Context: an optimization exercise on an open-source flow, tuned for small area, a short achievable clock period and few clock cycles per item. The choices shown serve that exercise and are no tape-out recipe.
Function was checked by simulation only, so behaviour that the tests miss may differ from the original.
Power is estimated from default activity; no workload was simulated.

==> flow/design.v <==
module fwi_arith (
    input  wire         clk,
    input  wire         rst,       
    input  wire         start,
    input  wire [2:0]   op,
    input  wire [247:0] a,
    input  wire [247:0] b,
    output wire         ready,
    output reg          done,
    output reg  [247:0] result,
    output reg          eq,
    output reg          lt
);
    localparam W = 248;
    localparam S_FIRST = 3'd0;
    localparam S_MSTEP = 3'd1;
    localparam S_MFIN  = 3'd2;
    localparam S_ALIGN = 3'd3;
    localparam S_DSTEP = 3'd4;
    reg           busy;
    reg  [2:0]    st;
    reg           o_as, o_mul, o_div, o_cmp;    
    reg           cin;                          
    reg  [W:0]    X;       
    reg  [W+7:0]  Y;       
    reg  [W-1:0]  C;       
    reg           cprev;   
    reg  [7:0]    cnt;     
    assign ready = ~busy;
    wire [W:0]    yo = Y[W:0] ^ {(W+1){X[W]}};
    wire [W:0]    ap = X ^ yo;
    wire [W:0]    ag = X & yo;
    reg  [255:0]  G, P;
    integer       i, l;
    always @* begin
        G = 256'd0;
        P = 256'd0;
        G[W:0] = ag;
        P[W:0] = ap;
        G[0] = ag[0] | (ap[0] & cin);
        for (l = 1; l < 256; l = l * 2)
            for (i = 0; i < 256; i = i + 1)
                if (((i / l) % 2) == 1) begin
                    G[i] = G[i] | (P[i] & G[(i / l) * l - 1]);
                    P[i] = P[i] & P[(i / l) * l - 1];
                end
    end
    wire [W:0]    sum  = ap ^ {G[W-1:0], cin};
    wire          neg  = sum[W];                  
    wire          x_eq = &ap[W-1:0];              
    wire          x_zero = ~|X[W-1:0];
    wire          b_zero = &Y[W-1:0];             
    wire [31:0]   nzx, nzy;
    genvar gi;
    generate
        for (gi = 0; gi < 32; gi = gi + 1) begin : g_nz
            if (gi < 31) begin : g_x
                assign nzx[gi] = |X[8*gi+7:8*gi];
            end else begin : g_x31
                assign nzx[gi] = 1'b0;
            end
            assign nzy[gi] = ~&Y[8*gi+7:8*gi];
        end
    endgenerate
    reg  [31:0]   sfx;    
    integer       k;
    always @* begin
        sfx[31] = nzx[31];
        for (k = 30; k >= 0; k = k - 1)
            sfx[k] = sfx[k+1] | nzx[k];
    end
    wire          y_fits = ~|(nzy & ~sfx);
    wire          y_fits4 = ~|(nzy[27:0] & ~sfx[31:4]) & ~|nzy[31:28];
    wire          d_lo = &Y[W+7:W];
    wire          one0 = C[0] ^ cprev;
    wire          two0 = (C[1] & ~C[0] & ~cprev) | (~C[1] & C[0] & cprev);
    wire          neg0 = C[1];
    wire          one1 = C[2] ^ C[1];
    wire          two1 = (C[3] & ~C[2] & ~C[1]) | (~C[3] & C[2] & C[1]);
    wire          neg1 = C[3];
    wire [W-1:0]  m0  = result;
    wire [W-1:0]  m1  = {result[W-2:0], 1'b0};
    wire [W-1:0]  m2  = {result[W-3:0], 2'b0};
    wire [W-1:0]  m3  = {result[W-4:0], 3'b0};
    wire [W-1:0]  pp0 = (({W{one0}} & m0) | ({W{two0}} & m1)) ^ {W{neg0}};
    wire [W-1:0]  pp1 = (({W{one1}} & m2) | ({W{two1}} & m3)) ^ {W{neg1}};
    wire [W-1:0]  s1  = X[W-1:0] ^ Y[W-1:0] ^ pp0;
    wire [W-1:0]  c1  = {((X[W-2:0] & Y[W-2:0]) | (X[W-2:0] & pp0[W-2:0]) |
                          (Y[W-2:0] & pp0[W-2:0])), neg0};
    wire [W-1:0]  ms  = s1 ^ c1 ^ pp1;
    wire [W-1:0]  mc  = {((s1 & c1) | (s1 & pp1) | (c1 & pp1)), neg1};
    wire          c_last = ~|C[W-1:3];
    always @(posedge clk) begin
        if (rst) begin
            busy <= 1'b0;
            done <= 1'b0;
        end else begin
            done <= 1'b0;
            if (!busy) begin
                if (start) begin
                    busy  <= 1'b1;
                    st    <= S_FIRST;
                    o_as  <= (op == 3'd0) | (op == 3'd1);
                    o_mul <= (op == 3'd2);
                    o_div <= (op == 3'd3);
                    o_cmp <= (op != 3'd0) & (op != 3'd1) & (op != 3'd2) & (op != 3'd3);
                    cin   <= (op != 3'd0) & (op != 3'd2);
                    X     <= {1'b0, a};
                    Y     <= (op == 3'd0) ? {8'h00, b} : {8'hff, ~b};
                end
            end else begin
                case (st)
                    S_FIRST: begin
                        if (o_as) begin
                            result <= sum[W-1:0];
                            busy   <= 1'b0;
                            done   <= 1'b1;
                        end else if (o_cmp) begin
                            eq   <= x_eq;
                            lt   <= neg;
                            busy <= 1'b0;
                            done <= 1'b1;
                        end else if (o_mul) begin
                            result <= y_fits ? X[W-1:0] : ~Y[W-1:0];
                            C      <= y_fits ? ~Y[W-1:0] : X[W-1:0];
                            cprev  <= 1'b0;
                            X      <= {(W+1){1'b0}};
                            Y      <= {(W+8){1'b0}};
                            cin    <= 1'b0;
                            if (x_zero | b_zero) st <= S_MFIN;
                            else                 st <= S_MSTEP;
                        end else begin  
                            result <= {W{1'b0}};
                            Y      <= {Y[W-1:0], 8'hff};
                            cnt    <= 8'd8;
                            st     <= S_ALIGN;
                            if (b_zero | neg) begin
                                busy <= 1'b0;
                                done <= 1'b1;
                            end
                        end
                    end
                    S_MSTEP: begin
                        X      <= {1'b0, ms};
                        Y      <= {8'd0, mc};
                        result <= {result[W-5:0], 4'd0};
                        C      <= {4'd0, C[W-1:4]};
                        cprev  <= C[3];
                        if (c_last) st <= S_MFIN;
                    end
                    S_MFIN: begin
                        result <= sum[W-1:0];
                        busy   <= 1'b0;
                        done   <= 1'b1;
                    end
                    S_ALIGN: begin
                        if (y_fits4) begin
                            Y   <= {Y[W-25:0], 32'hffffffff};
                            cnt <= cnt + 8'd32;
                        end else if (y_fits) begin
                            Y   <= {Y[W-1:0], 8'hff};
                            cnt <= cnt + 8'd8;
                        end else begin
                            Y   <= {1'b1, Y[W+7:1]};
                            cnt <= cnt - 8'd1;
                            st  <= S_DSTEP;
                        end
                    end
                    default: begin  
                        if (d_lo) begin
                            X   <= sum;
                            cin <= ~neg;
                        end
                        result <= {result[W-2:0], d_lo & ~neg};
                        Y      <= {1'b1, Y[W+7:1]};
                        cnt    <= cnt - 8'd1;
                        if (cnt == 8'd0) begin
                            busy <= 1'b0;
                            done <= 1'b1;
                        end
                    end
                endcase
            end
        end
    end
endmodule
make LEC_CHECK=0 CAP_MARGIN=20 CORE_MARGIN=2 CORE_UTILIZATION=25 PLACE_DENSITY=0.35 SETUP_SLACK_MARGIN=5 SLEW_MARGIN=20 finish   # period 10.0 ns
run.sh (not shown) runs the stock make flow with config.mk's settings and CLKGATE_MAP_FILE= SYNTH_SCRIPT=/design/flow/synth_recipe.tcl, a recipe that flattens the netlist after the stock synthesis.
Testbench counts at the start, summed over its fixed seeds: cycles 29,555, items 1,920.
Change:
==> flow/design.v (replaced) <==
module fwi_arith (
    input  wire         clk,
    input  wire         rst,       
    input  wire         start,
    input  wire [2:0]   op,
    input  wire [247:0] a,
    input  wire [247:0] b,
    output wire         ready,
    output reg          done,
    output reg  [247:0] result,
    output reg          eq,
    output reg          lt
);
    localparam W = 248;
    localparam S_FIRST = 3'd0;
    localparam S_MSTEP = 3'd1;
    localparam S_MFIN  = 3'd2;
    localparam S_ALIGN = 3'd3;
    localparam S_DSTEP = 3'd4;
    reg           busy;
    reg  [2:0]    st;
    reg           o_as, o_mul, o_div, o_cmp;    
    reg           cin;                          
    reg  [W-1:0]  X;       
    reg  [W+7:0]  Y;       
    reg  [W-1:0]  C;       
    reg           cprev;   
    reg  [7:0]    cnt;     
    assign ready = ~busy;
    wire [W-1:0]  ap = X ^ Y[W-1:0];
    wire [W-1:0]  ag = X & Y[W-1:0];
    reg  [255:0]  G, P;
    integer       i, l;
    always @* begin
        G = 256'd0;
        P = 256'd0;
        G[W-1:0] = ag;
        P[W-1:0] = ap;
        G[0] = ag[0] | (ap[0] & cin);
        for (l = 1; l < 256; l = l * 2)
            for (i = 0; i < 256; i = i + 1)
                if (((i / l) % 2) == 1) begin
                    G[i] = G[i] | (P[i] & G[(i / l) * l - 1]);
                    P[i] = P[i] & P[(i / l) * l - 1];
                end
    end
    wire [W-1:0]  sum  = ap ^ {G[W-2:0], cin};
    wire          cout = G[W-1];                  
    wire          x_eq = &ap;                     
    wire          x_zero = ~|X;
    wire          b_zero = &Y[W-1:0];             
    wire [31:0]   nzx, nzy;
    genvar gi;
    generate
        for (gi = 0; gi < 32; gi = gi + 1) begin : g_nz
            if (gi < 31) begin : g_x
                assign nzx[gi] = |X[8*gi+7:8*gi];
            end else begin : g_x31
                assign nzx[gi] = 1'b0;
            end
            assign nzy[gi] = ~&Y[8*gi+7:8*gi];
        end
    endgenerate
    reg  [31:0]   sfx;    
    integer       k;
    always @* begin
        sfx[31] = nzx[31];
        for (k = 30; k >= 0; k = k - 1)
            sfx[k] = sfx[k+1] | nzx[k];
    end
    wire          y_fits = ~|(nzy & ~sfx);
    wire          one0 = C[0] ^ cprev;
    wire          two0 = (C[1] & ~C[0] & ~cprev) | (~C[1] & C[0] & cprev);
    wire          neg0 = C[1];
    wire          one1 = C[2] ^ C[1];
    wire          two1 = (C[3] & ~C[2] & ~C[1]) | (~C[3] & C[2] & C[1]);
    wire          neg1 = C[3];
    wire [W-1:0]  m0  = result;
    wire [W-1:0]  m1  = {result[W-2:0], 1'b0};
    wire [W-1:0]  m2  = {result[W-3:0], 2'b0};
    wire [W-1:0]  m3  = {result[W-4:0], 3'b0};
    wire [W-1:0]  pp0 = (({W{one0}} & m0) | ({W{two0}} & m1)) ^ {W{neg0}};
    wire [W-1:0]  pp1 = (({W{one1}} & m2) | ({W{two1}} & m3)) ^ {W{neg1}};
    wire [W-1:0]  s1  = X ^ Y[W-1:0] ^ pp0;
    wire [W-1:0]  c1  = {((X & Y[W-2:0]) | (X & pp0) | (Y[W-1:0] & pp0)), neg0};
    wire [W-1:0]  ms  = s1 ^ c1 ^ pp1;
    wire [W-1:0]  mc  = {((s1 & c1) | (s1 & pp1) | (c1 & pp1)), neg1};
    wire          c_last = ~|C[W-1:3];
    always @(posedge clk) begin
        if (rst) begin
            busy <= 1'b0;
            done <= 1'b0;
        end else begin
            done <= 1'b0;
            if (!busy) begin
                if (start) begin
                    busy  <= 1'b1;
                    st    <= S_FIRST;
                    o_as  <= (op == 3'd0) | (op == 3'd1);
                    o_mul <= (op == 3'd2);
                    o_div <= (op == 3'd3);
                    o_cmp <= (op != 3'd0) & (op != 3'd1) & (op != 3'd2) & (op != 3'd3);
                    cin   <= (op != 3'd0) & (op != 3'd2);
                    X     <= a;
                    Y     <= (op == 3'd0) ? {8'hff, b} : {8'hff, ~b};
                end
            end else begin
                case (st)
                    S_FIRST: begin
                        if (o_as) begin
                            result <= sum;
                            busy   <= 1'b0;
                            done   <= 1'b1;
                        end else if (o_cmp) begin
                            eq   <= x_eq;
                            lt   <= ~cout;
                            busy <= 1'b0;
                            done <= 1'b1;
                        end else if (o_mul) begin
                            result <= y_fits ? X : ~Y[W-1:0];
                            C      <= y_fits ? ~Y[W-1:0] : X;
                            cprev  <= 1'b0;
                            X      <= {W{1'b0}};
                            Y      <= {(W+8){1'b0}};
                            cin    <= 1'b0;
                            if (x_zero | b_zero) st <= S_MFIN;
                            else                 st <= S_MSTEP;
                        end else begin  
                            result <= {W{1'b0}};
                            Y      <= {Y[W-1:0], 8'hff};
                            cnt    <= 8'd8;
                            st     <= S_ALIGN;
                            if (b_zero | ~cout) begin
                                busy <= 1'b0;
                                done <= 1'b1;
                            end
                        end
                    end
                    S_MSTEP: begin
                        X      <= ms;
                        Y      <= {8'd0, mc};
                        result <= {result[W-5:0], 4'd0};
                        C      <= {4'd0, C[W-1:4]};
                        cprev  <= C[3];
                        if (c_last) st <= S_MFIN;
                    end
                    S_MFIN: begin
                        result <= sum;
                        busy   <= 1'b0;
                        done   <= 1'b1;
                    end
                    S_ALIGN: begin
                        if (y_fits) begin
                            Y   <= {Y[W-1:0], 8'hff};
                            cnt <= cnt + 8'd8;
                        end else begin
                            Y   <= {1'b1, Y[W+7:1]};
                            cnt <= cnt - 8'd1;
                            st  <= S_DSTEP;
                        end
                    end
                    default: begin  
                        if (cout & (&Y[W+7:W])) X <= sum;
                        result <= {result[W-2:0], cout & (&Y[W+7:W])};
                        Y      <= {1'b1, Y[W+7:1]};
                        cnt    <= cnt - 8'd1;
                        if (cnt == 8'd0) begin
                            busy <= 1'b0;
                            done <= 1'b1;
                        end
                    end
                endcase
            end
        end
    end
endmodule
=> Global-route usage falls by 1.9 points; combinational power goes down by 31%; wire length drops by about 11%; die area falls by 4.0%; sequential share of layout area is higher by 1.7 points; design area came out lower by about 7%; count of clock-buffer cells in the layout goes down by 10; final cell count came out lower by about 4.4%.
Testbench counts after the change, summed over its fixed seeds: cycles 30,671, items 1,920.

[separate check: timing with driven ports]
The flow's constraints put no driver on any port. The routed layouts listed below were extracted and timed again, unchanged, in two steps.
Step 1 (the two cells are an assumption about what drives the block):
set clk [get_ports {clk}]
set_driving_cell -lib_cell sky130_fd_sc_hd__clkbuf_16 $clk
set_driving_cell -lib_cell sky130_fd_sc_hd__buf_2 [delete_from_list [all_inputs] $clk]
Step 2 also shifts input and output timing later by t, the mid clock arrival at the registers, as if the neighbouring blocks saw the same clock.
a / b / c = ideal ports / drivers / drivers and shift; a / b = the first two.
| run | t (ns) | slack for setup (ns) | clock arrival spread, ns |
|---|---|---|---|
| the first run | 1.020 | 4.824 / 4.824 / 4.387 | 0.075 / 0.074 |
| the second run | 0.994 | 5.062 / 5.062 / 4.316 | 0.063 / 0.063 |
After both steps setup and hold are still met in every run listed. The setup slack of the second run, which loses most, moves by 0.000 ns with the drivers and by -0.746 ns with both steps.
